This design comes from an exercise in tuning for small area, a short achievable clock period and few clock cycles per item on the open sky130 flow, not from production work.
The RTL was checked by simulation tests, not by an equivalence proof against the original design.
Power is estimated from default activity; no workload was simulated.

<file path="flow/run.sh">
#!/bin/bash
# Own flow: the standard layout (standard synthesis, floorplan, placement, CTS, routing)
# unchanged, except that timing repair aims for setup slack beyond the clock period's, so the
# layout is optimised for a shorter achieved period. The SDC (clock period, I/O delays) is
# the design's. make's full output goes to standard.log in this folder.
set -euo pipefail
bash standard.sh SETUP_SLACK_MARGIN=6.8 finish > standard.log 2>&1
</file>
<file path="standard.sh">
#!/bin/bash
# synth_recipe.tcl (not shown) runs the flow's synth.tcl, then flattens the netlist and writes it again
# the make line also repeats each setting of config.mk as NAME=value (left out here)
make -C /OpenROAD-flow-scripts/flow DESIGN_CONFIG=/design/flow/config.mk WORK_HOME=/design/flow/orfs CLKGATE_MAP_FILE= SYNTH_SCRIPT=/design/flow/synth_recipe.tcl "${@:-finish}"
</file>
<file path="config.mk">
export PLATFORM = sky130hd
export DESIGN_NAME = ibc_pkb_enc
export DESIGN_NICKNAME = ibc_pkb_enc
export VERILOG_FILES = /design/flow/design.v
export SDC_FILE = /design/flow/constraint.sdc
export NUM_CORES = 4
export LEC_CHECK = 0
export ABC_CLOCK_PERIOD_IN_PS = 3200
export CAP_MARGIN = 20
export CORE_MARGIN = 2
export CORE_UTILIZATION = 40
export PLACE_DENSITY = 0.6
export SLEW_MARGIN = 20
</file>
<file path="constraint.sdc">
create_clock -name core_clock -period 10.0 [get_ports {clk}]
set_input_delay 2.0000 -clock core_clock [delete_from_list [all_inputs] [get_ports {clk}]]
set_output_delay 2.0000 -clock core_clock [all_outputs]
set_load 0.01 [all_outputs]
</file>
<file path="design.v">
module ibc_pkb_enc (
    input  wire       clk,
    input  wire       rst,         
    input  wire       in_valid,
    output wire       in_ready,
    input  wire [7:0] in_data,
    input  wire       in_last,
    output wire       out_valid,
    input  wire       out_ready,
    output wire [7:0] out_data,
    output wire       out_last
);
    reg       rdy;
    reg       iv;
    reg [7:0] id;
    reg       il;
    assign in_ready = rdy;
    always @(posedge clk) begin
        iv <= !rst && in_valid && rdy;
        id <= in_data;
        il <= in_last;
    end
    reg       pend;                
    reg       run;                 
    reg [7:0] pv;
    reg [7:0] rctl;                
    reg       lopen;               
    reg [6:0] lcnt;                
    reg       fl;                  
    reg        we;                 
    reg        push;               
    reg  [8:0] tok;                
    reg        n_pend, n_run, n_lopen, n_fl;
    reg  [7:0] n_pv, n_rctl;
    reg  [6:0] n_lcnt;
    wire eq = (id == pv);
    always @(*) begin
        we = 1'b0; push = 1'b0; tok = 9'd0;
        n_pend = pend; n_run = run; n_pv = pv; n_rctl = rctl;
        n_lopen = lopen; n_lcnt = lcnt; n_fl = 1'b0;
        if (fl) begin
            if (run) begin
                push = 1'b1; tok = {1'b1, rctl};
            end else if (pend) begin
                we = 1'b1; push = 1'b1;
                tok = {1'b1, lopen ? {1'b0, lcnt} + 8'd1 : 8'd0};
            end
            n_run = 1'b0; n_pend = 1'b0; n_lopen = 1'b0;
        end
        if (iv) begin
            n_fl = il;
            if (run && !fl) begin
                if (eq) begin
                    n_rctl = rctl - 8'd1;
                    if (rctl == 8'h82) begin
                        push = 1'b1; tok = {il, 8'h81};
                        n_run = 1'b0;
                        n_fl = 1'b0;
                    end
                end else begin
                    push = 1'b1; tok = {1'b0, rctl};
                    n_run = 1'b0; n_pend = 1'b1; n_pv = id;
                end
            end else if (!pend || fl) begin
                n_pend = 1'b1; n_pv = id;
            end else if (eq) begin
                we = 1'b1;
                n_run = 1'b1; n_rctl = 8'hFF; n_pend = 1'b0;
                if (lopen) begin
                    push = 1'b1; tok = {2'b00, lcnt};
                    n_lopen = 1'b0;
                end
            end else begin
                we = 1'b1;
                n_pv = id;
                n_lopen = 1'b1;
                n_lcnt = lopen ? lcnt + 7'd1 : 7'd0;
                if (lopen && lcnt == 7'd126) begin
                    push = 1'b1; tok = {1'b0, 8'd127};
                    n_lopen = 1'b0;
                end
            end
        end
    end
    always @(posedge clk) begin
        if (rst) begin
            pend <= 1'b0; run <= 1'b0; lopen <= 1'b0; fl <= 1'b0;
        end else begin
            pend <= n_pend; run <= n_run; lopen <= n_lopen; fl <= n_fl;
        end
        pv <= n_pv; rctl <= n_rctl; lcnt <= n_lcnt;
    end
    reg [7:0] mem [0:127];
    reg       wen;
    reg [7:0] wdat;
    reg [6:0] wp, rp;
    reg [7:0] fc;                  
    reg       rdq;
    wire rd;                       
    wire commit = wen && !fc[7];
    always @(posedge clk) begin
        if (commit) mem[wp] <= wdat;
        if (we) wdat <= pv;
        if (rst) begin
            wen <= 1'b0; wp <= 7'd0; rp <= 7'd0; fc <= 8'd0; rdq <= 1'b0;
        end else begin
            wen <= we || (wen && !commit);
            if (commit) wp <= wp + 7'd1;
            if (rd)     rp <= rp + 7'd1;
            rdq <= rd;
            fc <= fc + {7'd0, commit} - {7'd0, rdq};
        end
    end
    reg [8:0] tq [0:7];
    reg [3:0] tw, tr;
    wire      pop;
    always @(posedge clk) begin
        if (push) tq[tw[2:0]] <= tok;
        if (rst) begin
            tw <= 4'd0; tr <= 4'd0;
        end else begin
            if (push) tw <= tw + 4'd1;
            if (pop) tr <= tr + 4'd1;
        end
    end
    wire [8:0] fbase = {1'b0, fc} + {8'd0, commit} + {8'd0, rdy};
    wire [1:0] flate = {1'b0, we || (wen && !commit)} + {1'b0, n_pend};
    wire       f_ok  = (flate == 2'd0) ? (fbase <= 9'd128) :
                       (flate == 2'd1) ? (fbase <= 9'd127) : (fbase <= 9'd126);
    wire [3:0] tbase = tw - tr;
    wire       t_ok  = push ? (tbase <= 4'd4) : (tbase <= 4'd5);
    always @(posedge clk) begin
        if (rst) rdy <= 1'b0;
        else     rdy <= f_ok && t_ok;
    end
    reg       ov, ol;
    reg [7:0] od;
    reg       dph;                 
    reg [6:0] ecnt;                
    reg       elast;
    assign out_valid = ov;
    assign out_data  = od;
    assign out_last  = ol;
    wire       adv  = !ov || out_ready;
    wire [8:0] th   = tq[tr[2:0]];
    wire       tav  = (tw != tr);
    assign rd  = adv && dph;
    assign pop = adv && !dph && tav;
    reg        n_ov, n_ol;
    reg  [7:0] n_od;
    always @(*) begin
        if (dph) begin
            n_ov = 1'b1; n_od = mem[rp]; n_ol = elast && ecnt == 7'd0;
        end else begin
            n_ov = tav;  n_od = th[7:0]; n_ol = 1'b0;
        end
    end
    reg  [7:0] od_hn;
    reg        ol_hn;
    always @(posedge clk) begin
        if (rst)      ov <= 1'b0;
        else if (adv) ov <= n_ov;
        if (adv) begin
            od_hn <= ~n_od; ol_hn <= ~n_ol;
        end
        od <= adv ? n_od : ~od_hn;
        ol <= adv ? n_ol : ~ol_hn;
    end
    always @(posedge clk) begin
        if (rst) begin
            dph <= 1'b0;
        end else if (adv) begin
            if (dph) begin
                if (ecnt == 7'd0) dph <= 1'b0;
            end else if (tav) begin
                dph <= 1'b1;
            end
        end
        if (adv) begin
            if (dph) begin
                ecnt <= ecnt - 7'd1;
            end else begin
                ecnt <= th[7] ? 7'd0 : th[6:0];
                elast <= th[8];
            end
        end
    end
endmodule
</file>
==> impl_metrics.tcl, run 1 <==
set metrics [dict create \
    status "finished clean" \
    power.leakage_nw 16.7 \
    hold_end "od[5]" \
    clk_path_buf_depth 3 \
    cpPeakStageDelay_ns 0.39 \
    ys_warn_count 1 \
    io-pin-count 24 \
    fmax_ghz 0.308 \
    drc 0 \
    start_kind "register" \
    synth_top_area_share 0.715 \
    root_buffer "clkbuf_16" \
    ys_top_cells_by_area "edfxtp_1 (71%), mux4_2 (12%), dfxtp_1 (2.8%)" \
    syn_area_um2 48000 \
    r2r_cells 6 \
    met1Wirelength_um 50500 \
    antenna_found_initial 3 \
    clk_latency_ns 0.73 \
    wl_met3_um 8400 \
    diodes 0 \
    port_buffers 23 \
    async_flop_share 0 \
    cts_tree "built" \
    ant_nets 0 \
    dpl.hpwl_um 69300 \
    synth_flop_cell "edfxtp_1" \
    setup_viol 0 \
    die-area_um2 123000 \
    path_max_fanout 1 \
    nNetsFinal 2657 \
    grt_max_degree 97 \
    grt_pass1_wl_um 173000 \
    r2r_end "od_hn[4]" \
    slew_headroom 0.243 \
    path_buf_inv 1 \
    p_per_area_nw_per_um2 212 \
    post-route-period-util 0.324 \
    synth_edf_count 1144 \
    die_h_um 351 \
    largest_reg_flops 1024 \
    slew_violations 0 \
    first_pass_iters 6 \
    fin_crit_ns 3.24 \
    rrSetupSlack_ns 6.83 \
    maxUsedRoutingLayer "met4" \
    dpl_cell_area_um2 50100 \
    setup_tns_ns 0 \
    clk_pin_slew_worst_paths_ns 0.06 \
    yosys.area.top_type "edfxtp_1" \
    stdcell_area_um2 54700 \
    startpoint "od[7]" \
    htree_levels 3 \
    vias 24681 \
    cts-buffers-inserted 118 \
    start_util 0.402 \
    avgViaCountPerCell 5.70 \
    ys_ff_latch 1212 \
    worstMarginPinSlew_ns 1.13 \
    grt_pass1_vias 25008 \
    fin_worst_skew_ns 0.0306 \
    setup.worst_path.end_class "output pin" \
    rsz0062_at_grt "yes" \
    hold_slack_ns 0.420 \
    maxCapViolations 0 \
    crit_path_top_delay_cell "dfxtp_4" \
    cpLargestDelayFamily "flip-flops" \
    drt_iter0_drc 2838 \
    yosysUniqueCellTypes 69 \
    hold_depth 1 \
    critPathKind "register to output pin" \
    core.rowCount 127 \
    area_delta_synth_final_pct 13.8 \
    clock_sinks 1212 \
    final_layout_size_suffix_gt1_frac 0.216 \
    synth_nets 2579 \
    die_w_um 351 \
    drt_wl_total_um 118000 \
    grtUsageTotal 0.193 \
    wire_per_inst_um 27.2 \
    gp_congestion 0.845 \
    wl_met2_um 55900 \
    cp_cell_sequence "buf_6" \
    hp-class "register to register" \
    critical_path_arrival_ns 1.24 \
    finalHoldViolCount 0 \
    seq_area_frac_synth 0.743 \
    synth.avg_cell_area_um2 19.0 \
    largest_register "mem" \
    hold_start "od_hn[5]" \
    synthCells 2535 \
    worstPathRequired_ns 8.00 \
    grt_overflow 0 \
    ir_drop_mv 0.168 \
    design.core.area_um2 119000 \
]
[final cells by class]
type,instances,area [um2]
Sequential cell,1212,35800
Clock buffer,163,3210
Timing Repair Buffer,93,1080
Multi-Input combinational cell,1156,11800
Inverter,32,120
Fill cell,10065,64800
Tap cell,1612,2020
Clock inverter,63,719
[power by group]
group / internal [mW] / leakage (nW) / switching (mW)
Sequential: 5.56 / 10.8 / 0.0601
Clock: 2.56 / 1.90 / 1.91
Combinational: 0.728 / 3.96 / 0.780
Total: 8.86 / 16.7 / 2.75
[logic make-up after synthesis]
group	Yosys count	share of synthesized area
AO/OA/AOI/OAI	211	0.0299
flip-flops	1212	0.743
XOR/XNOR	44	0.00802
multiplexers	360	0.145
adder cells (fa/ha/maj)	31	0.00854
AND/OR/NAND/NOR	509	0.0503
buffers and inverters	168	0.0154
[per-layer routing]
| metal | GRT usage | vias up |
|---|---|---|
| met5 | 0 | - |
| met4 | 0.0515 | 0 |
| met3 | 0.0317 | 187 |
| met2 | 0.307 | 1047 |
| met1 | 0.276 | 13019 |
| li1 | - | 10428 |
[per-stage QoR]
| stage | worst slack, ns | instances | utilization | power [mW] |
|---|---|---|---|---|
| finish | 6.76 | 4331 | 0.458 | 11.6 |
| global route | 6.73 | 4331 | 0.458 | 12.0 |
| global placement | 5.55 | 4076 | 0.419 | 7.11 |
| CTS | 6.70 | 4327 | 0.457 | 11.7 |
| detailed placement | 5.45 | 4077 | 0.419 | 7.13 |
| floorplan | 6.84 | 2535 | - | 6.77 |
[what timing repair did]
item                                    4_1_cts  5_1_grt
resized for setup                           111       19
cloned                                        5        1
pin swaps                                     1        2
endpoints found under the setup margin      131      109
setup buffers                                19        2
hold buffers                                  0        0
[synth_stat cells, types with 17 or more instances]
library cell,count
edfxtp_1,1144
mux4_2,259
nor2_1,195
nand2_1,103
mux2i_1,81
clkbuf_1,73
dfxtp_1,68
nor2b_1,46
a21oi_1,35
nand4_1,33
nor3_1,33
o21ai_0,32
buf_2,31
nand3_1,30
ha_1,28
inv_1,27
xor2_1,27
a22oi_1,19
nand2b_1,18
buf_1,17
xnor2_1,17
[worst max-delay path by stage]
| stage | cells past startpoint | slack, ns | end |
|---|---|---|---|
| 6_report | 1 | 6.76 | out_data[7] |
| 3_3_place_gp | 6 | 5.55 | register |
| 2_1_floorplan | 6 | 6.84 | register |
| 4_1_cts | 1 | 6.70 | out_data[7] |
| 5_1_grt | 1 | 6.73 | out_data[7] |
| 3_5_place_dp | 6 | 5.45 | rp[6] |
[layout by cell type, fill, tap and decap left out, types with 15 or more instances in the layout]
| cell | n |
|---|---|
| nor3_1 | 23 |
| a22oi_1 | 19 |
| dfxtp_1 | 51 |
| mux2_2 | 15 |
| nor2_1 | 183 |
| ha_1 | 28 |
| nand3_1 | 27 |
| clkinv_1 | 24 |
| a21oi_1 | 35 |
| mux2i_1 | 81 |
| clkinv_2 | 18 |
| edfxtp_1 | 1144 |
| mux4_2 | 259 |
| inv_1 | 27 |
| clkbuf_16 | 119 |
| a211oi_1 | 15 |
| o22ai_1 | 16 |
| o21ai_0 | 29 |
| xnor2_1 | 17 |
| nand2b_1 | 17 |
| nor2b_1 | 44 |
| clkbuf_1 | 36 |
| nand2_1 | 103 |
| buf_6 | 15 |
| xor2_1 | 27 |
| o211ai_1 | 15 |
| buf_4 | 49 |
| nand4_1 | 33 |
Testbench counts, summed over its fixed seeds: cycles 192,894, bytes 189,906.
==> run 2: changes to the inputs <==
--- a/design.v
+++ b/design.v
@@ -24,7 +24,6 @@
     reg       run;                 
     reg [7:0] pv;
-    reg [7:0] rctl;                
     reg       lopen;               
-    reg [6:0] lcnt;                
+    reg [7:0] cnt;                 
     reg       fl;                  
     reg        we;                 
@@ -32,17 +31,16 @@
     reg  [8:0] tok;                
     reg        n_pend, n_run, n_lopen, n_fl;
-    reg  [7:0] n_pv, n_rctl;
-    reg  [6:0] n_lcnt;
+    reg  [7:0] n_pv, n_cnt;
     wire eq = (id == pv);
     always @(*) begin
         we = 1'b0; push = 1'b0; tok = 9'd0;
-        n_pend = pend; n_run = run; n_pv = pv; n_rctl = rctl;
-        n_lopen = lopen; n_lcnt = lcnt; n_fl = 1'b0;
+        n_pend = pend; n_run = run; n_pv = pv; n_cnt = cnt;
+        n_lopen = lopen; n_fl = 1'b0;
         if (fl) begin
             if (run) begin
-                push = 1'b1; tok = {1'b1, rctl};
+                push = 1'b1; tok = {1'b1, cnt};
             end else if (pend) begin
                 we = 1'b1; push = 1'b1;
-                tok = {1'b1, lopen ? {1'b0, lcnt} + 8'd1 : 8'd0};
+                tok = {1'b1, lopen ? {1'b0, cnt[6:0]} + 8'd1 : 8'd0};
             end
             n_run = 1'b0; n_pend = 1'b0; n_lopen = 1'b0;
@@ -52,6 +50,6 @@
             if (run && !fl) begin
                 if (eq) begin
-                    n_rctl = rctl - 8'd1;
-                    if (rctl == 8'h82) begin
+                    n_cnt = cnt - 8'd1;
+                    if (cnt == 8'h82) begin
                         push = 1'b1; tok = {il, 8'h81};
                         n_run = 1'b0;
@@ -59,5 +57,5 @@
                     end
                 end else begin
-                    push = 1'b1; tok = {1'b0, rctl};
+                    push = 1'b1; tok = {1'b0, cnt};
                     n_run = 1'b0; n_pend = 1'b1; n_pv = id;
                 end
@@ -66,7 +64,7 @@
             end else if (eq) begin
                 we = 1'b1;
-                n_run = 1'b1; n_rctl = 8'hFF; n_pend = 1'b0;
+                n_run = 1'b1; n_cnt = 8'hFF; n_pend = 1'b0;
                 if (lopen) begin
-                    push = 1'b1; tok = {2'b00, lcnt};
+                    push = 1'b1; tok = {2'b00, cnt[6:0]};
                     n_lopen = 1'b0;
                 end
@@ -75,6 +73,6 @@
                 n_pv = id;
                 n_lopen = 1'b1;
-                n_lcnt = lopen ? lcnt + 7'd1 : 7'd0;
-                if (lopen && lcnt == 7'd126) begin
+                n_cnt = lopen ? {1'b0, cnt[6:0] + 7'd1} : 8'd0;
+                if (lopen && cnt[6:0] == 7'd126) begin
                     push = 1'b1; tok = {1'b0, 8'd127};
                     n_lopen = 1'b0;
@@ -89,5 +87,5 @@
             pend <= n_pend; run <= n_run; lopen <= n_lopen; fl <= n_fl;
         end
-        pv <= n_pv; rctl <= n_rctl; lcnt <= n_lcnt;
+        pv <= n_pv; cnt <= n_cnt;
     end
     reg [7:0] mem [0:127];
@@ -96,30 +94,38 @@
     reg [6:0] wp, rp;
     reg [7:0] fc;                  
+    reg       room;                
     reg       rdq;
+    function [6:0] nxt;
+        input [6:0] x;
+        nxt = {x[5:0], x[6] ^ x[5] ^ (x[5:0] == 6'd0)};
+    endfunction
     wire rd;                       
-    wire commit = wen && !fc[7];
+    wire commit = wen && room;
+    wire [7:0] fc_n = fc + {7'd0, commit} - {7'd0, rdq};
     always @(posedge clk) begin
         if (commit) mem[wp] <= wdat;
         if (we) wdat <= pv;
         if (rst) begin
-            wen <= 1'b0; wp <= 7'd0; rp <= 7'd0; fc <= 8'd0; rdq <= 1'b0;
+            wen <= 1'b0; wp <= 7'd0; rp <= 7'd0; fc <= 8'd0; room <= 1'b1; rdq <= 1'b0;
         end else begin
             wen <= we || (wen && !commit);
-            if (commit) wp <= wp + 7'd1;
-            if (rd)     rp <= rp + 7'd1;
+            if (commit) wp <= nxt(wp);
+            if (rd)     rp <= nxt(rp);
             rdq <= rd;
-            fc <= fc + {7'd0, commit} - {7'd0, rdq};
+            fc <= fc_n;
+            room <= !fc_n[7];
         end
     end
     reg [8:0] tq [0:7];
-    reg [3:0] tw, tr;
+    reg [3:0] tw, tr, tr1;         
     wire      pop;
     always @(posedge clk) begin
         if (push) tq[tw[2:0]] <= tok;
         if (rst) begin
-            tw <= 4'd0; tr <= 4'd0;
+            tw <= 4'd0; tr <= 4'd0; tr1 <= 4'd1;
         end else begin
             if (push) tw <= tw + 4'd1;
-            if (pop) tr <= tr + 4'd1;
+            if (pop) tr <= tr1;
+            tr1 <= pop ? tr1 + 4'd1 : tr + 4'd1;
         end
     end
--- a/flow/run.sh
+++ b/flow/run.sh
@@ -5,3 +5,3 @@
 # the design's. make's full output goes to standard.log in this folder.
 set -euo pipefail
-bash standard.sh SETUP_SLACK_MARGIN=6.8 finish > standard.log 2>&1
+bash standard.sh SETUP_SLACK_MARGIN=7.0 finish > standard.log 2>&1
--- a/config.mk
+++ b/config.mk
@@ -10,4 +10,6 @@
 export CORE_MARGIN = 2
 export CORE_UTILIZATION = 40
+export CTS_CLUSTER_DIAMETER = 60
+export CTS_CLUSTER_SIZE = 20
 export PLACE_DENSITY = 0.6
 export SLEW_MARGIN = 20
==> run 2 against run 1 <==
Compared with the run above:
- still clean on timing, DRC and antenna
- die area is 0.44% higher
- setup slack better by 0.035 ns
- core utilization is 0.53 points lower
- global-route usage is 0.61 points higher
- highest routed layer is now met5
- largest power group unchanged
==> impl_metrics.tcl, run 2 <==
set metrics [dict create \
    final_cell_mix "edfxtp_1 (1,137), mux4_2 (213), nor2_1 (147)" \
    vias 25520 \
    clk_path_buf_depth 3 \
    hp-class "register to register" \
    wl_met3_um 10400 \
    worstPathRequired_ns 8.00 \
    clk_pin_slew_worst_paths_ns 0.08 \
    core.rowCount 127 \
    setup.worst_path.end_class "output pin" \
    synth.avg_cell_area_um2 18.4 \
    htree_levels 3 \
    ys_top_cells_by_area "edfxtp_1 (71%), mux4_2 (9.9%), dfxtp_1 (3.0%)" \
    critPathKind "register to output pin" \
    yosysUniqueCellTypes 81 \
    gp_congestion 0.837 \
    synth-simple-area-share 0.0496 \
    cpLargestDelayFamily "flip-flops" \
    clk_latency_ns 0.67 \
    synth.most_common_cell "edfxtp_1" \
    synth_top_area_share 0.707 \
    power.leakage_nw 16.0 \
    critical_path_arrival_ns 1.21 \
    synthAdderAreaFrac 0.00876 \
    layout_commonest_cell "edfxtp_1" \
    cts.hold.buffers_added 0 \
    io-pin-count 24 \
    wire_per_inst_um 28.4 \
    cpPeakStageDelay_ns 0.41 \
    largest_reg_flops 1024 \
    drt_iter0_drc 2890 \
    start_util 0.403 \
    synthMuxAreaShare 0.132 \
    first_pass_iters 6 \
    largest_register "mem" \
    avgViaCountPerCell 5.86 \
    design.core.area_um2 120000 \
    cts_tree "built" \
    setup_tns_ns 0 \
    fin_crit_ns 3.21 \
    die-area_um2 123000 \
    synth_top_family_by_area "multiplexers" \
    synth_flop_cell "edfxtp_1" \
    dpl.hpwl_um 74000 \
    diodes 0 \
    yosys.area_share.xor_xnor 0.00653 \
    antenna_found_initial 5 \
    root_buffer "clkbuf_16" \
    die_h_um 351 \
    grtUsageTotal 0.199 \
    cp_cell_sequence "buf_6" \
    grt_max_degree 93 \
    syn_area_um2 48300 \
    maxCapViolations 0 \
    setup_viol 0 \
    met1Wirelength_um 51100 \
    area_delta_synth_final_pct 12.3 \
    drt_wl_total_um 124000 \
    synth_edf_count 1137 \
    slew_headroom 0.185 \
    async_flop_share 0 \
    status "finished clean" \
    port_buffers 23 \
    synth_nets 2671 \
    synth_commonest_cells "edfxtp_1 (1,137), mux4_2 (212), nor2_1 (198), mux2i_1 (117), nand2_1 (89)" \
    stdcell_count 4357 \
    crit_path_top_delay_cell "dfxtp_4" \
    cts-buffers-inserted 83 \
    start_kind "register" \
    hold_slack_ns 0.435 \
    ys_warn_count 1 \
    p_per_area_nw_per_um2 197 \
    maxUsedRoutingLayer "met5" \
    grt_pass1_vias 25149 \
    finalHoldViolCount 0 \
    slew_violations 0 \
    fin_worst_skew_ns 0.0412 \
    dp_cells 4156 \
    path_max_fanout 1 \
    synthCells 2626 \
    ant_nets 0 \
    grt_pass1_wl_um 178000 \
    die_w_um 351 \
    path_buf_inv 1 \
    nNetsFinal 2726 \
    ys_ff_latch 1210 \
    worstMarginPinSlew_ns 1.22 \
    yosys.area.top_type "edfxtp_1" \
    grt_overflow 0 \
    ir_drop_mv 0.179 \
    final_layout_size_suffix_gt1_frac 0.218 \
    fmax_ghz 0.312 \
    post-route-period-util 0.321 \
    fill_cells 10178 \
    clock_sinks 1210 \
    seq_area_frac_synth 0.738 \
    wl_met2_um 58800 \
    rsz0062_at_grt "yes" \
    drc 0 \
    synth_compound_area_frac 0.0446 \
]
[run 2: cell count changes in the layout (fill, tap and decap cells not counted), moves of 31 or more]
cell	before	now
nor2_1	183	147
mux4_2	259	213
nor2_2	6	49
a22oi_1	19	70
mux2i_1	81	113
clkbuf_16	119	88
[run 2: where the power goes]
group,internal [mW],leakage (nW),switching [mW],total (mW)
logic,0.723,3.93,0.756,1.48
registers,5.56,10.7,0.0923,5.65
clock network,1.74,1.33,1.81,3.54
total,8.02,16.0,2.66,10.7
[run 2: cell families (layout without fill, tap and decap cells)]
group           count (synthesis)  after routing
flops                        1210           1210
simple gates                  506            506
mux                           352            352
compound gates                301            301
buf+inv                       189            308
xor+xnor                       36             36
fa+ha+maj                      32             32
[run 2: repair_timing]
item	4_1_cts	5_1_grt
pin swaps	4	8
buffers inserted	25	14
cloned	8	3
endpoints found under the hold margin	0	0
endpoints found under the setup margin	282	379
gates resized for setup	165	69
[run 2: final cells by class]
cell class	instances	area, um2	area share
Clock buffer	100	2190	0.0405
Clock inverter	49	567	0.0105
Inverter	42	161	0.00298
Multi-Input combinational cell	1227	12200	0.224
Sequential cell	1210	35700	0.658
Tap cell	1612	2020	0.0372
Timing Repair Buffer	116	1450	0.0267
Timing Repair inverter	1	7.51	0.000138
[run 2: worst paths after layout]
path                  to  depth (start not counted)  slack, ns  startpoint
min reg2reg           ol                          1       0.44       ol_hn
min                   ol                          1       0.44       ol_hn
max          out_data[5]                          1       6.79       od[5]
max reg2reg   mem[23][0]                          3       6.91       wp[0]
[run 2: per-stage QoR]
step / instance area [um2] / power [mW] / setup slack, ns / util
2_1_floorplan: 48300 / 6.63 / 6.71 / -
3_3_place_gp: 50100 / 6.95 / 5.09 / 0.418
3_5_place_dp: 50100 / 6.98 / 5.06 / 0.418
4_1_cts: 53800 / 10.7 / 6.75 / 0.449
5_1_grt: 54200 / 11.0 / 6.77 / 0.452
6_report: 54200 / 10.7 / 6.79 / 0.452
[run 2: metal layers]
metal | global-route usage | vias to the layer above
li1 | - | 10728
met1 | 0.280 | 13406
met2 | 0.318 | 1206
met3 | 0.0334 | 174
met4 | 0.0598 | 6
met5 | 0 | -
Testbench counts of run 2, summed over its fixed seeds: cycles 192,894, bytes 189,906.
==> run 3: changes to the inputs <==
--- a/design.v
+++ b/design.v
@@ -26,4 +26,5 @@
     reg       lopen;               
     reg [7:0] cnt;                 
+    reg       c82, c126;           
     reg       fl;                  
     reg        we;                 
@@ -32,8 +33,9 @@
     reg        n_pend, n_run, n_lopen, n_fl;
     reg  [7:0] n_pv, n_cnt;
+    reg        n_c82, n_c126;
     wire eq = (id == pv);
     always @(*) begin
         we = 1'b0; push = 1'b0; tok = 9'd0;
-        n_pend = pend; n_run = run; n_pv = pv; n_cnt = cnt;
+        n_pend = pend; n_run = run; n_pv = pv; n_cnt = cnt; n_c82 = c82; n_c126 = c126;
         n_lopen = lopen; n_fl = 1'b0;
         if (fl) begin
@@ -51,5 +53,6 @@
                 if (eq) begin
                     n_cnt = cnt - 8'd1;
-                    if (cnt == 8'h82) begin
+                    n_c82 = (cnt == 8'h83); n_c126 = (cnt[6:0] == 7'd127);
+                    if (c82) begin
                         push = 1'b1; tok = {il, 8'h81};
                         n_run = 1'b0;
@@ -64,5 +67,5 @@
             end else if (eq) begin
                 we = 1'b1;
-                n_run = 1'b1; n_cnt = 8'hFF; n_pend = 1'b0;
+                n_run = 1'b1; n_cnt = 8'hFF; n_c82 = 1'b0; n_c126 = 1'b0; n_pend = 1'b0;
                 if (lopen) begin
                     push = 1'b1; tok = {2'b00, cnt[6:0]};
@@ -74,5 +77,6 @@
                 n_lopen = 1'b1;
                 n_cnt = lopen ? {1'b0, cnt[6:0] + 7'd1} : 8'd0;
-                if (lopen && cnt[6:0] == 7'd126) begin
+                n_c82 = 1'b0; n_c126 = lopen && cnt[6:0] == 7'd125;
+                if (lopen && c126) begin
                     push = 1'b1; tok = {1'b0, 8'd127};
                     n_lopen = 1'b0;
@@ -87,5 +91,5 @@
             pend <= n_pend; run <= n_run; lopen <= n_lopen; fl <= n_fl;
         end
-        pv <= n_pv; cnt <= n_cnt;
+        pv <= n_pv; cnt <= n_cnt; c82 <= n_c82; c126 <= n_c126;
     end
     reg [7:0] mem [0:127];
@@ -118,14 +122,21 @@
     end
     reg [8:0] tq [0:7];
-    reg [3:0] tw, tr, tr1;         
+    reg [3:0] tw;
+    reg [7:0] troh;                
+    reg       trw;                 
+    wire [3:0] tr = {trw, troh[4] | troh[5] | troh[6] | troh[7],
+                          troh[2] | troh[3] | troh[6] | troh[7],
+                          troh[1] | troh[3] | troh[5] | troh[7]};
     wire      pop;
     always @(posedge clk) begin
         if (push) tq[tw[2:0]] <= tok;
         if (rst) begin
-            tw <= 4'd0; tr <= 4'd0; tr1 <= 4'd1;
+            tw <= 4'd0; troh <= 8'd1; trw <= 1'b0;
         end else begin
             if (push) tw <= tw + 4'd1;
-            if (pop) tr <= tr1;
-            tr1 <= pop ? tr1 + 4'd1 : tr + 4'd1;
+            if (pop) begin
+                troh <= {troh[6:0], troh[7]};
+                if (troh[7]) trw <= !trw;
+            end
         end
     end
@@ -137,6 +148,5 @@
     wire       t_ok  = push ? (tbase <= 4'd4) : (tbase <= 4'd5);
     always @(posedge clk) begin
-        if (rst) rdy <= 1'b0;
-        else     rdy <= f_ok && t_ok;
+        rdy <= f_ok && t_ok;
     end
     reg       ov, ol;
@@ -149,5 +159,11 @@
     assign out_last  = ol;
     wire       adv  = !ov || out_ready;
-    wire [8:0] th   = tq[tr[2:0]];
+    reg  [8:0] th;                 
+    integer j;
+    always @(*) begin
+        th = 9'd0;
+        for (j = 0; j < 8; j = j + 1)
+            th = th | (tq[j] & {9{troh[j]}});
+    end
     wire       tav  = (tw != tr);
     assign rd  = adv && dph;
==> flow/run.sh (replaced) <==
#!/bin/bash
# Own flow: the standard layout (standard synthesis, floorplan, placement, CTS, routing)
# unchanged, except that
#  - every port still gets its own buffer, but a plain buf_4 instead of the delay-cell
#    buffer that buffer_ports picks by default.
# make's full output goes to standard.log in this folder.
set -euo pipefail
bash standard.sh SETUP_SLACK_MARGIN=7.0 "BUFFER_PORTS_ARGS=-buffer_cell sky130_fd_sc_hd__buf_4" finish > standard.log 2>&1
--- a/config.mk
+++ b/config.mk
@@ -9,7 +9,7 @@
 export CAP_MARGIN = 20
 export CORE_MARGIN = 2
-export CORE_UTILIZATION = 40
+export CORE_UTILIZATION = 55
 export CTS_CLUSTER_DIAMETER = 60
 export CTS_CLUSTER_SIZE = 20
-export PLACE_DENSITY = 0.6
+export PLACE_DENSITY = 0.7
 export SLEW_MARGIN = 20
==> run 3 against run 2 <==
Compared with the run above:
- still clean
- first-iteration DRC count is 20% higher
- synthesized cell count is 0.76% lower
- wire length is 7.0% lower
- via count is 1.0% lower
- combinational power is 26% lower
- sequential cell count stayed put
- final cell count is 12% lower
- synthesized area is 0.19% lower
- clock-buffer cell count is 3 higher
- worst hold slack worse by 0.00074 ns
- die area is 27% lower
- critical endpoint is now out_data[0]
==> impl_metrics.tcl, run 3 <==
set metrics [dict create \
    synth_top_area_share 0.710 \
    yosysUniqueCellTypes 90 \
    largest_reg_flops 1024 \
    cpPeakStageDelay_ns 0.43 \
    pwr-share-comb 0.107 \
    diodes 0 \
    seqPwrFrac 0.560 \
    htree_levels 3 \
    path_buf_inv 1 \
    status "finished clean" \
    fmax_ghz 0.313 \
    maxCapViolations 0 \
    drt_iter0_drc 3460 \
    clockPowerShare 0.332 \
    synth_commonest_cells "edfxtp_1 (1,139), mux4_2 (213), nor2_1 (191), nand2_1 (114), mux2i_1 (93)" \
    hold_depth 1 \
    start_kind "register" \
    r2r_end "od[5]" \
    hold_end "ol" \
    power.leakage_nw 15.7 \
    critical_path_arrival_ns 1.20 \
    finalHoldViolCount 0 \
    fin_worst_skew_ns 0.0220 \
    synth.most_common_cell "edfxtp_1" \
    crit_path_top_delay_cell "dfxtp_4" \
    synth_nets 2650 \
    slew_violations 0 \
    die-area_um2 90000 \
    cts.hold.buffers_added 0 \
    layout_commonest_cell "edfxtp_1" \
    nNetsFinal 2657 \
    setup_viol 0 \
    hp-class "register to register" \
    root_buffer "clkbuf_16" \
    synth_compound_area_frac 0.0462 \
    synthCells 2606 \
    seq_area_frac_synth 0.740 \
    critPathKind "register to output pin" \
    hold_slack_ns 0.434 \
    avgViaCountPerCell 6.61 \
    synth_edf_count 1139 \
    drc 0 \
    worstPathRequired_ns 8.00 \
    ys_ff_latch 1210 \
    hold_start "ol_hn" \
    first_pass_iters 6 \
    rsz0062_at_grt "yes" \
    fin_crit_ns 3.20 \
    p_sw_frac 0.239 \
    drt_wl_total_um 115000 \
    grtUsageTotal 0.253 \
    io-pin-count 24 \
    syn_area_um2 48200 \
    gp_congestion 0.850 \
    power.total_mw 10.1 \
    p_per_area_nw_per_um2 193 \
    core.rowCount 108 \
    setup.worst_path.end_class "output pin" \
    clk_latency_ns 0.65 \
    dpl.hpwl_um 66900 \
    synthAdderAreaFrac 0.00852 \
    worst_slack_ns 6.80 \
    grt_pass1_wl_um 167000 \
    area_delta_synth_final_pct 8.94 \
    cellInternalPower_mw 7.73 \
    cts-buffers-inserted 80 \
    wire_per_inst_um 30.1 \
    switching_power_mw 2.42 \
    die_h_um 300 \
    worstMarginPinSlew_ns 1.18 \
    design.core.area_um2 86800 \
    ys_top_cells_by_area "edfxtp_1 (71%), mux4_2 (10%), dfxtp_1 (3.0%)" \
    r2r_cells 8 \
    cts_tree "built" \
    yosys.area_share.xor_xnor 0.00673 \
    place_ws_ns 5.50 \
    path_max_fanout 1 \
    post-route-period-util 0.320 \
    die_w_um 300 \
    ant_nets 0 \
    ir_drop_mv 0.196 \
    grt_pass1_vias 24798 \
    grt_max_degree 105 \
    rrSetupSlack_ns 7.07 \
    cp_cell_sequence "buf_6" \
    setup_tns_ns 0 \
    port_buffers 23 \
    clock_sinks 1210 \
    yosys.area.top_type "edfxtp_1" \
    final_cell_mix "edfxtp_1 (1,139), mux4_2 (213), nor2_1 (183)" \
    synth_flop_cell "edfxtp_1" \
    slew_headroom 0.214 \
    vias 25260 \
    synth-simple-area-share 0.0459 \
    grt_overflow 0 \
    synthMuxAreaShare 0.132 \
    cpLargestDelayFamily "flip-flops" \
    synth_top_family_by_area "multiplexers" \
    largest_register "mem" \
    final_layout_size_suffix_gt1_frac 0.188 \
    clk_path_buf_depth 3 \
    clk_pin_slew_worst_paths_ns 0.08 \
    async_flop_share 0 \
    start_util 0.555 \
    synth.avg_cell_area_um2 18.5 \
    ys_warn_count 1 \
    antenna_found_initial 0 \
]
==> run 3: cell types whose count changed after synthesis, sizes merged, moves of 8 or more <==
| cell | before | now |
|---|---|---|
| o221ai | 6 | 14 |
| a21oi | 48 | 90 |
| mux2 | 12 | 27 |
| inv | 42 | 33 |
| nand3 | 54 | 46 |
| nand2 | 89 | 114 |
| o21ai | 33 | 46 |
| nor3 | 44 | 12 |
| a2111oi | 10 | 2 |
| o22ai | 28 | 13 |
| and3 | 15 | 2 |
| nor2b | 28 | 19 |
| mux2i | 117 | 93 |
==> run 3: per-layer routing <==
metal  wire (um)  up-vias  share of wire  global-route usage
met3       11300      202          0.098              0.0428
met2       54200     1503           0.47               0.394
met1       45900    13045           0.40               0.371
li1            -    10510              -                   -
met5           0        -              0                   0
met4        3680        0          0.032              0.0836
==> run 3: area by class of cell <==
type / instances / area, um2
Clock buffer: 103 / 2110
Multi-Input combinational cell: 1213 / 11700
Clock inverter: 35 / 435
Sequential cell: 1210 / 35700
Inverter: 33 / 128
Tap cell: 1155 / 1450
Timing Repair Buffer: 75 / 972
Fill cell: 6098 / 34300
==> run 3: stage by stage <==
stage               area (um2)  cells   util
floorplan                48200   2606      -
global placement         49200   3660  0.567
detailed placement       49200   3660  0.567
CTS                      52100   3811  0.601
global route             52500   3824  0.605
finish                   52500   3824  0.605
==> run 3: worst register-to-register path, cell delays in order, from the launching register on <==
cell and delay [ns]:
dfxtp_2 0.32, buf_6 0.24, nor2_4 0.96, a22oi_1 0.38, nand4_1 0.27, a32oi_2 0.19, a21oi_1 0.22, nor2_2 0.07
mux2i_1 0.19
==> run 3: power by group through the flow <==
stage / clock [mW] / combinational, mW / sequential, mW
2_1_floorplan: 0 / 0.741 / 5.75
5_1_grt: 3.59 / 1.16 / 5.69
3_5_place_dp: 0 / 0.958 / 5.80
4_1_cts: 3.41 / 1.04 / 5.68
3_3_place_gp: 0 / 0.937 / 5.80
6_report: 3.37 / 1.09 / 5.69
==> run 3: how the worst max path moves through the flow <==
| stage | from | end | slack, ns | cells past startpoint |
|---|---|---|---|---|
| after floorplan | out_ready | troh[1] | 7.01 | 7 |
| after detailed placement | out_ready | trw | 5.50 | 8 |
| after global placement | out_ready | trw | 5.55 | 8 |
| after global routing | od[0] | out_data[0] | 6.79 | 1 |
| after CTS | pv[1] | tq[3][4] | 6.75 | 7 |
| final | od[0] | out_data[0] | 6.80 | 1 |
==> run 3: repair_timing <==
action                     CTS  global route
setup endpoints to repair  118            97
resized for setup           65            26
gates cloned                 4             5
buffers inserted             9             5
pin swaps                    1             5
==> run 3: cell families after synthesis <==
logic type	Yosys count
mux	345
simple gates	473
xor+xnor	37
buf+inv	184
compound gates	326
flops	1210
fa+ha+maj	31
Testbench counts of run 3, summed over its fixed seeds: cycles 192,886, bytes 189,906.
==> run 4: changes to the inputs <==
--- a/config.mk
+++ b/config.mk
@@ -9,7 +9,7 @@
 export CAP_MARGIN = 20
 export CORE_MARGIN = 2
-export CORE_UTILIZATION = 55
+export CORE_UTILIZATION = 40
 export CTS_CLUSTER_DIAMETER = 60
 export CTS_CLUSTER_SIZE = 20
-export PLACE_DENSITY = 0.7
+export PLACE_DENSITY = 0.6
 export SLEW_MARGIN = 20
==> run 4 against run 3 <==
Compared with the run above:
- power increased by 1.2%
- via count down 1.4%
- still clean on timing, DRC and antenna
- clock-buffer cell count increased by 4
- worst hold slack worse by 0.0034 ns
- critical path depth unchanged
- clock skew increased by 0.012 ns
- critical endpoint is now out_data[3]
- sequential cell count did not move
- first-iteration DRC count shrank 14%
- design area up 2.0%
==> impl_metrics.tcl, run 4 <==
set metrics [dict create \
    syn_area_um2 48200 \
    synth_commonest_cells "edfxtp_1 (1,139), mux4_2 (213), nor2_1 (191), nand2_1 (114), mux2i_1 (93)" \
    dp_cells 4131 \
    largest_register "mem" \
    fin_crit_ns 3.20 \
    ys_warn_count 1 \
    async_flop_share 0 \
    clk_pin_slew_worst_paths_ns 0.08 \
    path_max_fanout 1 \
    cts-buffers-inserted 83 \
    yosys.area.top_type "edfxtp_1" \
    worst_slack_ns 6.80 \
    finalHoldViolCount 0 \
    power.leakage_nw 16.0 \
    fin_worst_skew_ns 0.0336 \
    place_ws_ns 5.51 \
    grtUsageTotal 0.192 \
    nNetsFinal 2687 \
    synth_edf_count 1139 \
    die_h_um 351 \
    die_w_um 351 \
    io-pin-count 24 \
    slew_violations 0 \
    start_kind "register" \
    drt_wl_total_um 119000 \
    die-area_um2 123000 \
    synth.most_common_cell "edfxtp_1" \
    fill_cells 10124 \
    crit_path_top_delay_cell "dfxtp_4" \
    slew_headroom 0.251 \
    layout_commonest_cell "edfxtp_1" \
    synth_top_area_share 0.710 \
    start_util 0.403 \
    drc 0 \
    ant_nets 0 \
    avgViaCountPerCell 5.77 \
    cts.hold.buffers_added 0 \
    first_pass_iters 6 \
    rsz0062_at_grt "yes" \
    antenna_found_initial 1 \
    post-route-period-util 0.320 \
    final_cell_mix "edfxtp_1 (1,139), mux4_2 (213), nor2_1 (180)" \
    core.rowCount 127 \
    clk_latency_ns 0.67 \
    ys_top_cells_by_area "edfxtp_1 (71%), mux4_2 (10%), dfxtp_1 (3.0%)" \
    hp-class "register to register" \
    endpoint "out_data[3]" \
    seq_area_frac_synth 0.740 \
    rrSetupSlack_ns 7.03 \
    cpLargestDelayFamily "flip-flops" \
    final_layout_size_suffix_gt1_frac 0.203 \
    clock_sinks 1210 \
    clk_path_buf_depth 3 \
    dpl.hpwl_um 70800 \
    stdcell_count 4317 \
    fmax_ghz 0.313 \
    area_delta_synth_final_pct 11.1 \
    cpPeakStageDelay_ns 0.40 \
    port_buffers 23 \
    path_buf_inv 1 \
    synth.avg_cell_area_um2 18.5 \
    status "finished clean" \
    synth_flop_cell "edfxtp_1" \
    critical_path_arrival_ns 1.20 \
    cp_cell_sequence "buf_6" \
    cp.depth 1 \
    cts_tree "built" \
    design.core.area_um2 120000 \
    maxCapViolations 0 \
    grt_pass1_vias 25002 \
    r2r_end "od[2]" \
    critPathKind "register to output pin" \
    wire_per_inst_um 27.6 \
    setup.worst_path.end_class "output pin" \
    largest_reg_flops 1024 \
    setup_tns_ns 0 \
    grt_max_degree 116 \
    ir_drop_mv 0.137 \
    startpoint "od[3]" \
    vias 24897 \
    r2r_cells 9 \
    grt_overflow 0 \
    synth_nets 2650 \
    gp_congestion 0.855 \
    worstMarginPinSlew_ns 1.12 \
    yosysUniqueCellTypes 90 \
    setup_viol 0 \
    htree_levels 3 \
    root_buffer "clkbuf_16" \
    synthCells 2606 \
    worstPathRequired_ns 8.00 \
    diodes 0 \
    drt_iter0_drc 2969 \
    grt_pass1_wl_um 173000 \
    ys_ff_latch 1210 \
    p_per_area_nw_per_um2 192 \
]
run 4: worst min path at each step:
stage                     slack (ns)  depth (start not counted)     start     to
after global placement          0.42                          1  od_hn[4]  od[4]
after floorplan                 0.40                          1  od_hn[0]  od[0]
after detailed placement        0.42                          1  od_hn[1]  od[1]
after global routing            0.45                          1  od_hn[5]  od[5]
after CTS                       0.43                          1  od_hn[4]  od[4]
final                           0.43                          1  od_hn[0]  od[0]
run 4: stage by stage:
step / cell area, um2 / utilization / power (mW) / hold WS (ns)
4_1_cts: 53200 / 0.444 / 10.3 / 0.433
2_1_floorplan: 48200 / - / 6.49 / 0.404
3_5_place_dp: 49800 / 0.416 / 6.76 / 0.418
3_3_place_gp: 49800 / 0.416 / 6.74 / 0.424
5_1_grt: 53500 / 0.447 / 10.6 / 0.452
6_report: 53500 / 0.447 / 10.3 / 0.431
run 4: logic make-up after synthesis:
| group | count (synthesis) | synth area share |
|---|---|---|
| xor gates and xnor gates | 37 | 0.00673 |
| DFF | 1210 | 0.740 |
| AOI/OAI and AO/OA | 326 | 0.0462 |
| buffers and inverters | 184 | 0.0213 |
| muxes | 345 | 0.132 |
| and+or+nand+nor | 473 | 0.0459 |
| adders and majority gates | 31 | 0.00852 |
run 4: report_power, final:
| group | total [mW] | switching, mW | internal (mW) |
|---|---|---|---|
| clock network | 3.48 | 1.77 | 1.71 |
| registers | 5.67 | 0.0937 | 5.58 |
| logic | 1.11 | 0.592 | 0.519 |
| total | 10.3 | 2.46 | 7.81 |
run 4: layer usage:
layer,track usage,share of wire
met1,0.267,0.42
met2,0.315,0.49
met5,0,0
met3,0.0278,0.070
met4,0.0554,0.026
run 4: area by class of cell:
type	count	area, um2	area share
clock inverter	40	402	0.00750
multi-input combinational	1214	11800	0.220
tap	1612	2020	0.0377
timing repair buffer	101	1290	0.0241
inverter	33	128	0.00238
sequential	1210	35700	0.666
clock buffer	107	2260	0.0423
run 4: what timing repair did:
action / in CTS / in global routing
pin swaps: 4 / 9
gates cloned: 5 / 5
buffers inserted: 17 / 11
setup endpoints to repair: 108 / 107
gates resized for setup: 82 / 22
==> run 5: changes to the inputs <==
--- a/config.mk
+++ b/config.mk
@@ -9,7 +9,8 @@
 export CAP_MARGIN = 20
 export CORE_MARGIN = 2
-export CORE_UTILIZATION = 40
-export CTS_CLUSTER_DIAMETER = 60
-export CTS_CLUSTER_SIZE = 20
-export PLACE_DENSITY = 0.6
+export CORE_UTILIZATION = 55
+export CTS_BUF_LIST = sky130_fd_sc_hd__clkbuf_8
+export CTS_CLUSTER_DIAMETER = 50
+export CTS_CLUSTER_SIZE = 16
+export PLACE_DENSITY = 0.7
 export SLEW_MARGIN = 20
==> run 5 against run 4 <==
Compared with the run above:
- still clean
- sequential power about the same
- via count increased by 2.1%
- wire length shrank 2.4%
- clock-buffer cell count up 1
- setup slack worse by 0.12 ns
- global-route usage rose by 6.3 points
- register-to-register slack gained 0.02 ns
- fmax fell by 3.5%
- sequential share of layout area rose by 1.4 points
- final cell count is 9.9% lower
- die area down 27%
- first-iteration DRC count grew 19%
- critical path type unchanged
- highest routed layer unchanged
==> impl_metrics.tcl, run 5 <==
set metrics [dict create \
    yosysUniqueCellTypes 90 \
    start_kind "register" \
    io-pin-count 24 \
    design.core.area_um2 86800 \
    fin_worst_skew_ns 0.0357 \
    synth.most_common_cell "edfxtp_1" \
    hold_end "od[0]" \
    hp-class "register to register" \
    area_delta_synth_final_pct 8.84 \
    cts-buffers-inserted 108 \
    status "finished clean" \
    root_buffer "clkbuf_8" \
    power.total_mw 9.98 \
    final_layout_size_suffix_gt1_frac 0.211 \
    cts_tree "built" \
    drt_wl_total_um 116000 \
    clk_latency_ns 0.79 \
    largest_reg_flops 1024 \
    core.rowCount 108 \
    r2r_end "od[7]" \
    ys_ff_latch 1210 \
    die_h_um 300 \
    gp_congestion 0.850 \
    grt_pass1_vias 25143 \
    r2r_cells 9 \
    layout_commonest_cell "edfxtp_1" \
    yosys.area.top_type "edfxtp_1" \
    wire_per_inst_um 29.9 \
    hold_start "od_hn[0]" \
    setup.worst_path.end_class "output pin" \
    port_buffers 23 \
    p_per_area_nw_per_um2 190 \
    clk_path_buf_depth 3 \
    post-route-period-util 0.331 \
    hold_depth 1 \
    start_util 0.555 \
    power.leakage_nw 15.8 \
    htree_levels 3 \
    vias 25418 \
    rsz0062_at_grt "yes" \
    critical_path_arrival_ns 1.31 \
    ys_warn_count 1 \
    drc 0 \
    synth.avg_cell_area_um2 18.5 \
    fmax_ghz 0.302 \
    setup_tns_ns 0 \
    syn_area_um2 48200 \
    synth_edf_count 1139 \
    seq_area_frac_synth 0.740 \
    cts.hold.buffers_added 0 \
    clock_sinks 1210 \
    avgViaCountPerCell 6.54 \
    cpLargestDelayFamily "flip-flops" \
    synth_nets 2650 \
    finalHoldViolCount 0 \
    synthCells 2606 \
    fin_crit_ns 3.31 \
    grtUsageTotal 0.255 \
    cp_cell_sequence "buf_6" \
    ir_drop_mv 0.153 \
    setup_viol 0 \
    first_pass_iters 7 \
    synth_flop_cell "edfxtp_1" \
    crit_path_top_delay_cell "dfxtp_4" \
    fill_cells 6084 \
    grt_overflow 0 \
    die_w_um 300 \
    worstMarginPinSlew_ns 1.16 \
    antenna_found_initial 2 \
    final_cell_mix "edfxtp_1 (1,139), mux4_2 (213), nor2_1 (183)" \
    rrSetupSlack_ns 7.05 \
    place_ws_ns 5.50 \
    slew_violations 0 \
    slew_headroom 0.225 \
    synth_commonest_cells "edfxtp_1 (1,139), mux4_2 (213), nor2_1 (191), nand2_1 (114), mux2i_1 (93)" \
    grt_pass1_wl_um 168000 \
    maxCapViolations 0 \
    path_max_fanout 1 \
    path_buf_inv 1 \
    multi_input_area_um2 11700 \
    worstPathRequired_ns 8.00 \
    synth_top_area_share 0.710 \
    dpl.hpwl_um 66900 \
    ff_latch_area_um2 35700 \
    die-area_um2 90000 \
    drt_iter0_drc 3526 \
    ys_top_cells_by_area "edfxtp_1 (71%), mux4_2 (10%), dfxtp_1 (3.0%)" \
    ant_nets 0 \
    clk_pin_slew_worst_paths_ns 0.09 \
    cpPeakStageDelay_ns 0.43 \
    nNetsFinal 2689 \
    async_flop_share 0 \
    grt_max_degree 105 \
    critPathKind "register to output pin" \
    largest_register "mem" \
    worst_slack_ns 6.69 \
]
run 5: logic make-up (layout without fill, tap and decap cells):
logic type,after synthesis,after routing,synth area share
buffers and inverters,184,307,0.0213
and+or+nand+nor,473,475,0.0459
AOI/OAI and AO/OA,326,326,0.0462
DFF,1210,1210,0.740
adders and majority gates,31,31,0.00852
other,0,3,0
muxes,345,345,0.132
xor gates and xnor gates,37,37,0.00673
run 5: per-stage QoR:
stage | utilization | hold slack [ns] | instances | instance area [um2]
6_report | 0.604 | 0.436 | 3889 | 52400
5_1_grt | 0.604 | 0.423 | 3889 | 52400
4_1_cts | 0.600 | 0.430 | 3872 | 52100
3_5_place_dp | 0.567 | 0.414 | 3660 | 49200
3_3_place_gp | 0.567 | 0.423 | 3660 | 49200
2_1_floorplan | - | 0.404 | 2606 | 48200
run 5: worst max path at each step:
stage / start / to / depth (start not counted)
finish: od[0] / out_data[0] / 1
global route: od[0] / out_data[0] / 1
CTS: od[0] / out_data[0] / 1
detailed placement: out_ready / trw / 8
global placement: out_ready / trw / 8
floorplan: out_ready / troh[1] / 7
run 5: where the power goes:
part	leakage [nW]	internal, mW	switching [mW]
logic	3.68	0.497	0.599
registers	10.8	5.58	0.107
clock network	1.25	1.42	1.78
total	15.8	7.49	2.48
run 5: layout make-up:
class,instances,share of cell area
sequential,1210,0.681
multi-input combinational,1214,0.224
clock buffer,108,0.0284
tap,1155,0.0276
timing repair buffer,78,0.0194
clock inverter,88,0.0177
inverter,33,0.00243
antenna,3,0.000143
run 5: routing by layer:
metal | routed length (um) | vias up | global-route usage
met5 | 0 | - | 0
met4 | 3390 | 0 | 0.0807
met3 | 11900 | 218 | 0.0499
met2 | 55100 | 1429 | 0.397
met1 | 46000 | 13192 | 0.370
li1 | - | 10579 | -
run 5: repair_timing:
action	4_1_cts	5_1_grt
resized for setup	74	23
gates cloned	4	6
buffers inserted	12	5
setup endpoints to repair	124	89
pin swaps	3	4
==> run 6: changes to the inputs <==
--- a/flow/run.sh
+++ b/flow/run.sh
@@ -6,3 +6,3 @@
 # make's full output goes to standard.log in this folder.
 set -euo pipefail
-bash standard.sh SETUP_SLACK_MARGIN=7.0 "BUFFER_PORTS_ARGS=-buffer_cell sky130_fd_sc_hd__buf_4" finish > standard.log 2>&1
+bash standard.sh SETUP_SLACK_MARGIN=6.9 "BUFFER_PORTS_ARGS=-buffer_cell sky130_fd_sc_hd__buf_4" finish > standard.log 2>&1
--- a/config.mk
+++ b/config.mk
@@ -10,7 +10,6 @@
 export CORE_MARGIN = 2
 export CORE_UTILIZATION = 55
-export CTS_BUF_LIST = sky130_fd_sc_hd__clkbuf_8
-export CTS_CLUSTER_DIAMETER = 50
-export CTS_CLUSTER_SIZE = 16
+export CTS_CLUSTER_DIAMETER = 60
+export CTS_CLUSTER_SIZE = 20
 export PLACE_DENSITY = 0.7
 export SLEW_MARGIN = 20
==> run 6 against run 5 <==
Compared with the run above:
- power is 1.6% lower
- core utilization is 0.48 points lower
- via count decreased by 2.3%
- sequential power about the same
- largest cell class unchanged
- critical path type unchanged
- highest routed layer unchanged
- non-clock buffer count is 3 lower
- register-to-register slack worse by 0.06 ns
- largest power group unchanged
==> impl_metrics.tcl, run 6 <==
set metrics [dict create \
    wire_per_inst_um 29.5 \
    grt_overflow 0 \
    power.leakage_nw 15.5 \
    yosys.area.top_type "edfxtp_1" \
    start_kind "register" \
    final_layout_size_suffix_gt1_frac 0.180 \
    die-area_um2 90000 \
    avgViaCountPerCell 6.52 \
    drt_wl_total_um 113000 \
    pwr-share-comb 0.106 \
    io-pin-count 24 \
    syn_area_um2 48200 \
    finalHoldViolCount 0 \
    design.core.area_um2 86800 \
    r2r_cells 8 \
    seq_area_frac_synth 0.740 \
    core.rowCount 108 \
    grt_pass1_wl_um 165000 \
    port_buffers 23 \
    clockPowerShare 0.315 \
    path_buf_inv 1 \
    async_flop_share 0 \
    ys_ff_latch 1210 \
    synth_flop_cell "edfxtp_1" \
    rsz0062_at_grt "yes" \
    crit_path_top_delay_cell "dfxtp_4" \
    post-route-period-util 0.317 \
    first_pass_iters 5 \
    slew_violations 0 \
    hold_depth 1 \
    final_cell_mix "edfxtp_1 (1,139), mux4_2 (213), nor2_1 (183)" \
    die_h_um 300 \
    fmax_ghz 0.316 \
    synth_commonest_cells "edfxtp_1 (1,139), mux4_2 (213), nor2_1 (191), nand2_1 (114), mux2i_1 (93)" \
    setup_viol 0 \
    die_w_um 300 \
    nNetsFinal 2652 \
    cts_tree "built" \
    ant_nets 0 \
    slew_headroom 0.251 \
    grtUsageTotal 0.251 \
    rrSetupSlack_ns 6.99 \
    clk_pin_slew_worst_paths_ns 0.08 \
    final_util 0.600 \
    cts-buffers-inserted 75 \
    drc 0 \
    clk_path_buf_depth 3 \
    cpLargestDelayFamily "flip-flops" \
    yosysUniqueCellTypes 90 \
    hold_end "od[0]" \
    clock_sinks 1210 \
    setup.worst_path.end_class "output pin" \
    synth.most_common_cell "edfxtp_1" \
    fill_cells 6117 \
    largest_register "mem" \
    start_util 0.555 \
    critPathKind "register to output pin" \
    area_delta_synth_final_pct 7.98 \
    vias 24838 \
    status "finished clean" \
    cellInternalPower_mw 7.53 \
    synthCells 2606 \
    cp_cell_sequence "buf_6" \
    grt_pass1_vias 24550 \
    cpPeakStageDelay_ns 0.40 \
    fin_worst_skew_ns 0.0293 \
    p_per_area_nw_per_um2 189 \
    worstPathRequired_ns 8.00 \
    path_max_fanout 1 \
    htree_levels 3 \
    clk_latency_ns 0.66 \
    hp-class "register to register" \
    drt_iter0_drc 3375 \
    r2r_end "od[3]" \
    critical_path_arrival_ns 1.17 \
    worstMarginPinSlew_ns 1.12 \
    ys_top_cells_by_area "edfxtp_1 (71%), mux4_2 (10%), dfxtp_1 (3.0%)" \
    gp_congestion 0.874 \
    synth_edf_count 1139 \
    synth_nets 2650 \
    switching_power_mw 2.29 \
    largest_reg_flops 1024 \
    root_buffer "clkbuf_16" \
    ys_warn_count 1 \
    hold_start "od_hn[0]" \
    seqPwrFrac 0.579 \
    dpl.hpwl_um 67000 \
    p_sw_frac 0.233 \
    layout_commonest_cell "edfxtp_1" \
    synth.avg_cell_area_um2 18.5 \
    antenna_found_initial 1 \
    ir_drop_mv 0.169 \
    maxCapViolations 0 \
    grt_max_degree 101 \
    synth_top_area_share 0.710 \
    setup_tns_ns 0 \
    fin_crit_ns 3.17 \
]
## run 6: layout make-up
cell class / instances / area, um2 / share of cell area
Multi-Input combinational cell: 1213 / 11700 / 0.224
Clock buffer: 102 / 1980 / 0.0380
Tap cell: 1155 / 1450 / 0.0278
Antenna cell: 2 / 5.00 / 0.0000962
Sequential cell: 1210 / 35700 / 0.686
Timing Repair Buffer: 75 / 907 / 0.0174
Inverter: 33 / 128 / 0.00245
Clock inverter: 21 / 214 / 0.00411
## run 6: cells by family after synthesis
kind of cell	share of synthesized area
DFF	0.740
and+or+nand+nor	0.0459
muxes	0.132
AOI/OAI and AO/OA	0.0462
buffers and inverters	0.0213
xor gates and xnor gates	0.00673
adders and majority gates	0.00852
## run 6: how the worst max path moves through the flow
stage,from,endpoint,slack (ns),cells after the start
final,od[5],out_data[5],6.83,1
after global routing,od[1],out_data[1],6.81,1
after CTS,pv[2],tq[3][2],6.73,7
after detailed placement,out_ready,trw,5.63,8
after global placement,out_ready,trw,5.68,8
after floorplan,out_ready,ecnt[0],6.94,3
## run 6: layer usage
metal	up-vias	GRT usage	wire length, um
li1	10458	-	-
met1	12955	0.357	44700
met2	1216	0.402	54400
met3	209	0.0417	10100
met4	0	0.0812	3520
met5	-	0	0
## run 6: timing repair
| action | 4_1_cts | 5_1_grt |
|---|---|---|
| pin swaps | 1 | 3 |
| hold buffers | 0 | 0 |
| gates resized for setup | 59 | 24 |
| setup buffers | 13 | 1 |
| gates cloned | 2 | 3 |
| endpoints found under the setup margin | 92 | 104 |
## run 6: metrics by stage
stage                     std cells  hold slack, ns  total power [mW]  setup WS [ns]  instance area, um2
after floorplan                2606           0.404              6.49           6.94               48200
after global placement         3666           0.424              6.71           5.68               49200
after detailed placement       3666           0.424              6.74           5.63               49200
after CTS                      3804           0.434              9.82           6.73               51800
after global routing           3809           0.449              10.1           6.81               52000
final                          3811           0.433              9.81           6.83               52000
## run 6: power by group through the flow
stage          registers, mW  clock network (mW)  logic (mW)
4_1_cts                 5.68                3.13        1.01
6_report                5.68                3.09        1.04
5_1_grt                 5.69                3.31        1.11
2_1_floorplan           5.75                   0       0.740
3_5_place_dp            5.79                   0       0.946
3_3_place_gp            5.79                   0       0.920
==> run 7: changes to the inputs <==
--- a/config.mk
+++ b/config.mk
@@ -9,7 +9,7 @@
 export CAP_MARGIN = 20
 export CORE_MARGIN = 2
-export CORE_UTILIZATION = 55
+export CORE_UTILIZATION = 65
 export CTS_CLUSTER_DIAMETER = 60
 export CTS_CLUSTER_SIZE = 20
-export PLACE_DENSITY = 0.7
+export PLACE_DENSITY = 0.8
 export SLEW_MARGIN = 20
==> run 7 against run 6 <==
Compared with the run above:
- still clean
- global-route usage increased by 4.5 points
- combinational power about the same
- sequential cell count unchanged
- first-iteration DRC count increased by 12%
- critical path type unchanged
- critical endpoint unchanged
- largest cell class unchanged
- largest power group unchanged
==> impl_metrics.tcl, run 7 <==
set metrics [dict create \
    setup_tns_ns 0 \
    grt_pass1_vias 25156 \
    gp_congestion 0.842 \
    vias 25618 \
    seq_area_frac_synth 0.740 \
    finalHoldViolCount 0 \
    port_buffers 23 \
    hold_slack_ns 0.445 \
    synth.most_common_cell "edfxtp_1" \
    stdcell_count 3612 \
    ys_ff_latch 1210 \
    layout_commonest_cell "edfxtp_1" \
    synth_flop_cell "edfxtp_1" \
    cp_cell_sequence "buf_6" \
    grt_pass1_wl_um 166000 \
    synth_nets 2650 \
    root_buffer "clkbuf_16" \
    worstPathRequired_ns 8.00 \
    ys_warn_count 1 \
    final_cell_mix "edfxtp_1 (1,139), mux4_2 (213), nor2_1 (183)" \
    clock_sinks 1210 \
    cpLargestDelayFamily "flip-flops" \
    yosys.area.top_type "edfxtp_1" \
    dpl.hpwl_um 66600 \
    drt_iter0_drc 3764 \
    synthCells 2606 \
    path_max_fanout 1 \
    post-route-period-util 0.315 \
    drt_wl_total_um 112000 \
    fin_crit_ns 3.15 \
    synth_top_area_share 0.710 \
    first_pass_iters 7 \
    status "finished clean" \
    start_util 0.658 \
    critical_path_arrival_ns 1.15 \
    antenna_found_initial 0 \
    design.core.area_um2 73200 \
    cts_tree "built" \
    cts-buffers-inserted 74 \
    worstMarginPinSlew_ns 1.11 \
    stdcell_area_um2 51700 \
    setup_viol 0 \
    htree_levels 3 \
    dp_cells 3470 \
    largest_register "mem" \
    final_layout_size_suffix_gt1_frac 0.181 \
    synth_commonest_cells "edfxtp_1 (1,139), mux4_2 (213), nor2_1 (191), nand2_1 (114), mux2i_1 (93)" \
    cpPeakStageDelay_ns 0.40 \
    diodes 0 \
    fmax_ghz 0.318 \
    yosysUniqueCellTypes 90 \
    die_h_um 276 \
    synth_edf_count 1139 \
    power.leakage_nw 15.5 \
    slew_headroom 0.259 \
    path_buf_inv 1 \
    p_per_area_nw_per_um2 189 \
    avgViaCountPerCell 7.09 \
    synth.avg_cell_area_um2 18.5 \
    syn_area_um2 48200 \
    maxCapViolations 0 \
    async_flop_share 0 \
    grt_overflow 0 \
    cts.hold.buffers_added 0 \
    nNetsFinal 2654 \
    ys_top_cells_by_area "edfxtp_1 (71%), mux4_2 (10%), dfxtp_1 (3.0%)" \
    hp-class "register to register" \
    grtUsageTotal 0.295 \
    io-pin-count 24 \
    ir_drop_mv 0.290 \
    wire_per_inst_um 31.0 \
    drc 0 \
    fin_worst_skew_ns 0.0273 \
    start_kind "register" \
    place_ws_ns 5.89 \
    largest_reg_flops 1024 \
    crit_path_top_delay_cell "dfxtp_4" \
    clk_pin_slew_worst_paths_ns 0.09 \
    worst_slack_ns 6.85 \
    multi_input_area_um2 11700 \
    clk_path_buf_depth 3 \
    ff_latch_area_um2 35700 \
    ant_nets 0 \
    core.rowCount 99 \
    area_delta_synth_final_pct 7.44 \
    rsz0062_at_grt "yes" \
    critPathKind "register to output pin" \
    die-area_um2 76300 \
    slew_violations 0 \
    setup.worst_path.end_class "output pin" \
    clk_latency_ns 0.64 \
    die_w_um 276 \
    dpl_cell_area_um2 48900 \
    fill_cells 4119 \
    grt_max_degree 97 \
]
## run 7: cell counts after synthesis
Identical to the previous run, type by type.
## run 7: cells by family (layout without fill, tap and decap cells)
family                   Yosys count  in the layout  share of synthesized area
multiplexers                     345            345                      0.132
flip-flops                      1210           1210                      0.740
XOR/XNOR                          37             37                    0.00673
AND/OR/NAND/NOR                  473            475                     0.0459
buffers and inverters            184            229                     0.0213
adder cells (fa/ha/maj)           31             31                    0.00852
AO/OA/AOI/OAI                    326            326                     0.0462
## run 7: routing by layer
layer / routed length, um / global-route usage
met1: 40800 / 0.411
met2: 53700 / 0.465
met3: 13200 / 0.0679
met4: 4350 / 0.112
met5: 0 / 0
## run 7: cell type report
| type | instances | area share |
|---|---|---|
| inverters | 33 | 0.00247 |
| repair buffers | 77 | 0.0167 |
| flip-flops and latches | 1210 | 0.690 |
| clock inverters | 13 | 0.00247 |
| multi-input cells | 1214 | 0.226 |
| well taps | 959 | 0.0232 |
| clock buffers | 106 | 0.0397 |
## run 7: path summary, 6_finish.rpt
check	cells after the start	to	startpoint	slack, ns
hold reg to reg	1	od[5]	od_hn[5]	0.44
setup / recovery	1	out_data[5]	od[5]	6.85
hold / removal	1	od[5]	od_hn[5]	0.44
setup reg to reg	8	od[4]	register	6.91
## run 7: repair_timing
item | in CTS | in global routing
gates cloned | 3 | 0
resized for setup | 67 | 26
buffers inserted | 10 | 9
endpoints found under the setup margin | 149 | 120
pin swaps | 1 | 5
## run 7: power breakdown
part,total [mW],internal (mW),switching [mW]
clock network,3.06,1.46,1.61
logic,1.06,0.484,0.576
registers,5.67,5.58,0.0941
total,9.80,7.52,2.28
## run 7: per-stage QoR
stage	utilization	total power [mW]
2_1_floorplan	-	6.49
3_3_place_gp	0.669	6.70
3_5_place_dp	0.669	6.73
4_1_cts	0.704	9.78
5_1_grt	0.707	10.1
6_report	0.707	9.80

[separate check: timing with driven ports]
How much do the figures lean on ideal ports? The routed layouts below were timed once more, with nothing changed but the port constraints. Step 1 (the two cells are an assumption about what drives the block):
set clk [get_ports {clk}]
set_driving_cell -lib_cell sky130_fd_sc_hd__clkbuf_16 $clk
set_driving_cell -lib_cell sky130_fd_sc_hd__buf_2 [delete_from_list [all_inputs] $clk]
Step 2, shift: input delay + t, output delay - t, t = (earliest + latest rising clock arrival at the registers) / 2. This alone moves slack from input paths to output paths. Three values: ideal ports, drivers, drivers and shift; two values: the first two.
run | t, ns | slack for setup (ns) | latest minus earliest clock arrival (ns) | worst slew at a driven data input, ns | pins driven straight from the clock port
run 1 | 0.782 | 6.756 / 6.686 / 6.227 | 0.034 / 0.034 | 0.04 | 1
run 2 | 0.721 | 6.792 / 6.726 / 6.382 | 0.046 / 0.046 | 0.04 | 1
run 3 | 0.714 | 6.801 / 6.733 / 6.391 | 0.028 / 0.028 | 0.03 | 1
run 4 | 0.726 | 6.803 / 6.729 / 6.458 | 0.037 / 0.037 | 0.06 | 1
run 5 | 0.835 | 6.688 / 6.620 / 6.376 | 0.038 / 0.038 | 0.03 | 1
run 6 | 0.710 | 6.831 / 6.765 / 6.435 | 0.034 / 0.035 | 0.03 | 1
run 7 | 0.693 | 6.851 / 6.781 / 6.370 | 0.030 / 0.030 | 0.05 | 1
After both steps every run listed still meets setup and hold. For run 1, which loses most, drivers alone change the setup slack by -0.070 ns; drivers and shift together by -0.529 ns.
